This design comes from an exercise in tuning for small area, a short achievable clock period and few clock cycles per item on the open sky130 flow, not from production work.
In this exercise RTL edits were held to simulation tests only and were not proved equivalent to the original.
Power figures rest on the tool's default switching activity, not on a simulated workload.

==> v5: inputs <==
==> flow/design.v (excerpt) <==
module c64fc #(
    parameter integer RECLEN    = 88,
    parameter integer NONCE_OFF = 72
) (
    input  wire        clk,
    input  wire        rst,
    input  wire        cmd_valid,
    output wire        cmd_ready,
    input  wire [31:0] cmd_word,
    output wire        rsp_valid,
    input  wire        rsp_ready,
    output wire [3:0]  rsp_code,
    output wire [63:0] rsp_data,
    output wire        out_valid,
    input  wire        out_ready,
    output wire [7:0]  out_data
);
    localparam integer FLEN = RECLEN + 8;
    localparam integer NW   = 64;
    localparam integer NFB  = 8 + NONCE_OFF;      
    localparam [63:0] INIT    = 64'hFFFFFFFFFFFFFFFF;
    localparam [63:0] RESIDUE = 64'hFCACBEBD5931A992;
    localparam [63:0] POLY    = 64'h42F0E1EBA9EA3693;
    localparam [7:0]  CFG_NW  = NW;
    localparam [15:0] CFG_OFF = NONCE_OFF;
    localparam [15:0] CFG_LEN = RECLEN;
    localparam [63:0] CFG     = {24'd0, CFG_NW, CFG_OFF, CFG_LEN};
    localparam [63:0] K0 = 64'h005c8800ebaab96c, C0 = 64'hfbb6b4f93972e909;
    localparam [63:0] K1 = 64'h2f52ea887635232c, C1 = 64'hbb2c2b64b110e726;
    localparam [63:0] K2 = 64'h5e404c10d0958ced, C2 = 64'h7a838bc229b6f557;
    localparam [63:0] K3 = 64'h714e2e984d0a16ad, C3 = 64'h3a19145fa1d4fb78;
    localparam [1:0] M_IDLE = 2'd0, M_RUN = 2'd1, M_EMIT = 2'd2, M_FAULT = 2'd3;
  ...
==> flow/config.mk <==
export PLATFORM = sky130hd
export DESIGN_NAME = c64fc
export DESIGN_NICKNAME = c64fc
export VERILOG_FILES = /design/flow/design.v
export SDC_FILE = /design/flow/constraint.sdc
export NUM_CORES = 4
export LEC_CHECK = 0
export ABC_AREA = 1
export CAP_MARGIN = 20
export CORE_MARGIN = 2
export CORE_UTILIZATION = 57
export PLACE_DENSITY = 0.72
export SETUP_SLACK_MARGIN = 4.6
export SLEW_MARGIN = 20
==> flow/constraint.sdc <==
create_clock -name core_clock -period 8.0 [get_ports {clk}]
set_input_delay 1.6000 -clock core_clock [delete_from_list [all_inputs] [get_ports {clk}]]
set_output_delay 1.6000 -clock core_clock [all_outputs]
set_load 0.01 [all_outputs]
run.sh (not shown) runs the stock make flow with config.mk's settings and CLKGATE_MAP_FILE= SYNTH_SCRIPT=/design/flow/synth_recipe.tcl, a recipe that flattens the netlist after the stock synthesis.
==> v7: changes against v5 <==
--- a/flow/config.mk
+++ b/flow/config.mk
@@ -10,5 +10,7 @@
 export CORE_MARGIN = 2
-export CORE_UTILIZATION = 57
-export PLACE_DENSITY = 0.72
-export SETUP_SLACK_MARGIN = 4.6
+export CORE_UTILIZATION = 50
+export CTS_BUF_LIST = sky130_fd_sc_hd__clkbuf_8
+export CTS_CLUSTER_SIZE = 20
+export PLACE_DENSITY = 0.7
+export SETUP_SLACK_MARGIN = 5
 export SLEW_MARGIN = 20
==> comparison table <==
metric                                                                   v7                  v5
Result of the run                          no timing/DRC/antenna violations  no timing/DRC/antenna violations
Final cell area excluding filler cells                          119000 um^2         113000 um^2
WHS Endpoint                                              pr[362]$_DFFE_PP_    pr[74]$_DFFE_PP_
P&R area growth vs syn                                                25.2%               19.4%
Critical path depth in cells                                             22                  23
Comb power                                                         0.0150 W            0.0126 W
Layout clock buffer count                                               368                 234
Length of the first detailed-routing pass in iterations                   9                   7
Clock buf/inv share                                                   5.31%               5.94%
Non-CTS buffers                                                         965                 688
Area of the core region                                         188000 um^2         165000 um^2
Crit path launch                                         tacc[50]$_DFFE_PN_  tacc[62]$_DFFE_PN_
Global routing usage summed across all routing layers                 36.8%               42.6%
Worst slack, placed                                                 2.66 ns             2.65 ns
CTS Buf Count                                                           342                 199
Post-CTS Setup Repair Bufs                                              367                 228
Global placer's final weighted congestion                              1.06                1.08
Hold Worst Slack                                                   0.313 ns            0.329 ns
Met3 routed wirelength                                             48600 um            50500 um
Number of multi-input combinational cells                              6072                6073
Switching part of the total                                           38.3%               36.9%
Worst flop-to-flop path startpoint                       tacc[50]$_DFFE_PN_  tacc[62]$_DFFE_PN_
Sequential Area                                                  57300 um^2          57300 um^2
Routed length per instance                                          29.3 um             31.1 um
Register share of total power                                         33.6%               35.0%
Testbench counts of v5, summed over its fixed seeds: cycles 4,308, items 14,430.
Testbench counts of v7, summed over its fixed seeds: cycles 4,308, items 14,430.


==> v19: inputs <==
Starting RTL as in the previous note.
Settings: LEC_CHECK=0, ABC_AREA=1, CAP_MARGIN=20, CORE_MARGIN=2, CORE_UTILIZATION=65, PLACE_DENSITY=0.8, SETUP_SLACK_MARGIN=5, SLEW_MARGIN=20; clock period 8.0 ns.
==> v6: changes against v19 <==
- CORE_UTILIZATION: 65 -> 57
- PLACE_DENSITY: 0.8 -> 0.72
==> v38: changes against v19 <==
- CORE_UTILIZATION: 65 -> 50
- PLACE_DENSITY: 0.8 -> 0.7
==> impl_metrics.py <==
metrics = {
    "outcome": {
        "status": "finished clean",
    },
    "grt": {
        "track_usage": 0.454,
        "first_global_vias": 77181,
        "overflow": 0,
        "grt_pass1_wl_mm": 553,
        "met2_usage": 0.666,
    },
    "place": {
        "place.gp.congestion": 1.05,
        "dp.cells": 11325,
        "dp_hpwl_mm": 242,
    },
    "clock_tree": {
        "cts_made_buffers": 199,
        "postCtsSetupRepairBufs": 438,
    },
    "die": {
        "dieWidth_um": 412,
        "start_util": 0.575,
    },
}
The numbers above come from v6.

==> impl_metrics.py <==
metrics = {
    "clock_tree": {
        "cts_made_buffers": 190,
    },
    "outcome": {
        "toolErrorMsg": "[ERROR GRT-0116] Global routing finished with congestion. Check the congestion regions in the DRC Viewer.",
        "status": "aborted with a tool error",
        "failing_step": "5_1_grt",
    },
    "die": {
        "start_util": 0.653,
        "dieWidth_um": 386,
    },
    "grt": {
        "met2_usage": 0.834,
        "overflow": 3,
        "track_usage": 0.680,
    },
    "place": {
        "dp.cells": 11048,
        "dp_hpwl_mm": 254,
    },
}
The numbers above come from v19.

==> impl_metrics.py <==
metrics = {
    "clock_tree": {
        "postCtsSetupRepairBufs": 435,
        "clock_latency_ps": 940,
        "cts_made_buffers": 204,
    },
    "setup_path": {
        "slowest_stage": "edfxtp_1",
    },
    "outcome": {
        "status": "finished clean",
    },
    "grt": {
        "first_global_vias": 73596,
        "track_usage": 0.371,
        "met2_usage": 0.538,
        "overflow": 0,
    },
    "place": {
        "place.gp.congestion": 1.06,
        "dp.cells": 11636,
    },
    "die": {
        "start_util": 0.505,
    },
    "timing": {
        "post-route-period-util": 0.438,
    },
}
The numbers above come from v38.

Testbench counts of v19, summed over its fixed seeds: cycles 4,308, items 14,430.
Testbench counts of v6, summed over its fixed seeds: cycles 4,308, items 14,430.
Testbench counts of v38, summed over its fixed seeds: cycles 4,308, items 14,430.

what the ideal ports hide:
The results above use ideal ports. As a check the final layouts listed here were re-extracted and re-timed, cells and wires unchanged.
Step 1: set_driving_cell puts a clkbuf_16 on clk and a buf_2 on each other input, an assumption about the parent block.
Step 2 times the ports against the registers' clock, not the clock port: input delays grow and output delays shrink by t, the midpoint of the rising clock arrivals with the driver on.
Three values: ideal ports, drivers, drivers and shift; two values: the first two.
| run | shift t [ns] | setup WS [ns] | clock arrival spread, ns | slew at the worst register clock pin (ns) |
|---|---|---|---|---|
| v5 | 0.939 | 4.307 / 4.307 / 3.727 | 0.115 / 0.115 | 0.08 / 0.08 |
| v7 | 1.174 | 4.423 / 4.409 / 3.837 | 0.159 / 0.158 | 0.08 / 0.08 |
| v6 | 0.953 | 4.544 / 4.544 / 4.056 | 0.119 / 0.118 | 0.08 / 0.08 |
| v38 | 0.988 | 4.497 / 4.497 / 4.055 | 0.113 / 0.113 | 0.07 / 0.07 |
After both steps setup and hold are still met in every run listed. The setup slack of v7, which loses most, moves by -0.014 ns with the drivers and by -0.586 ns with both steps.
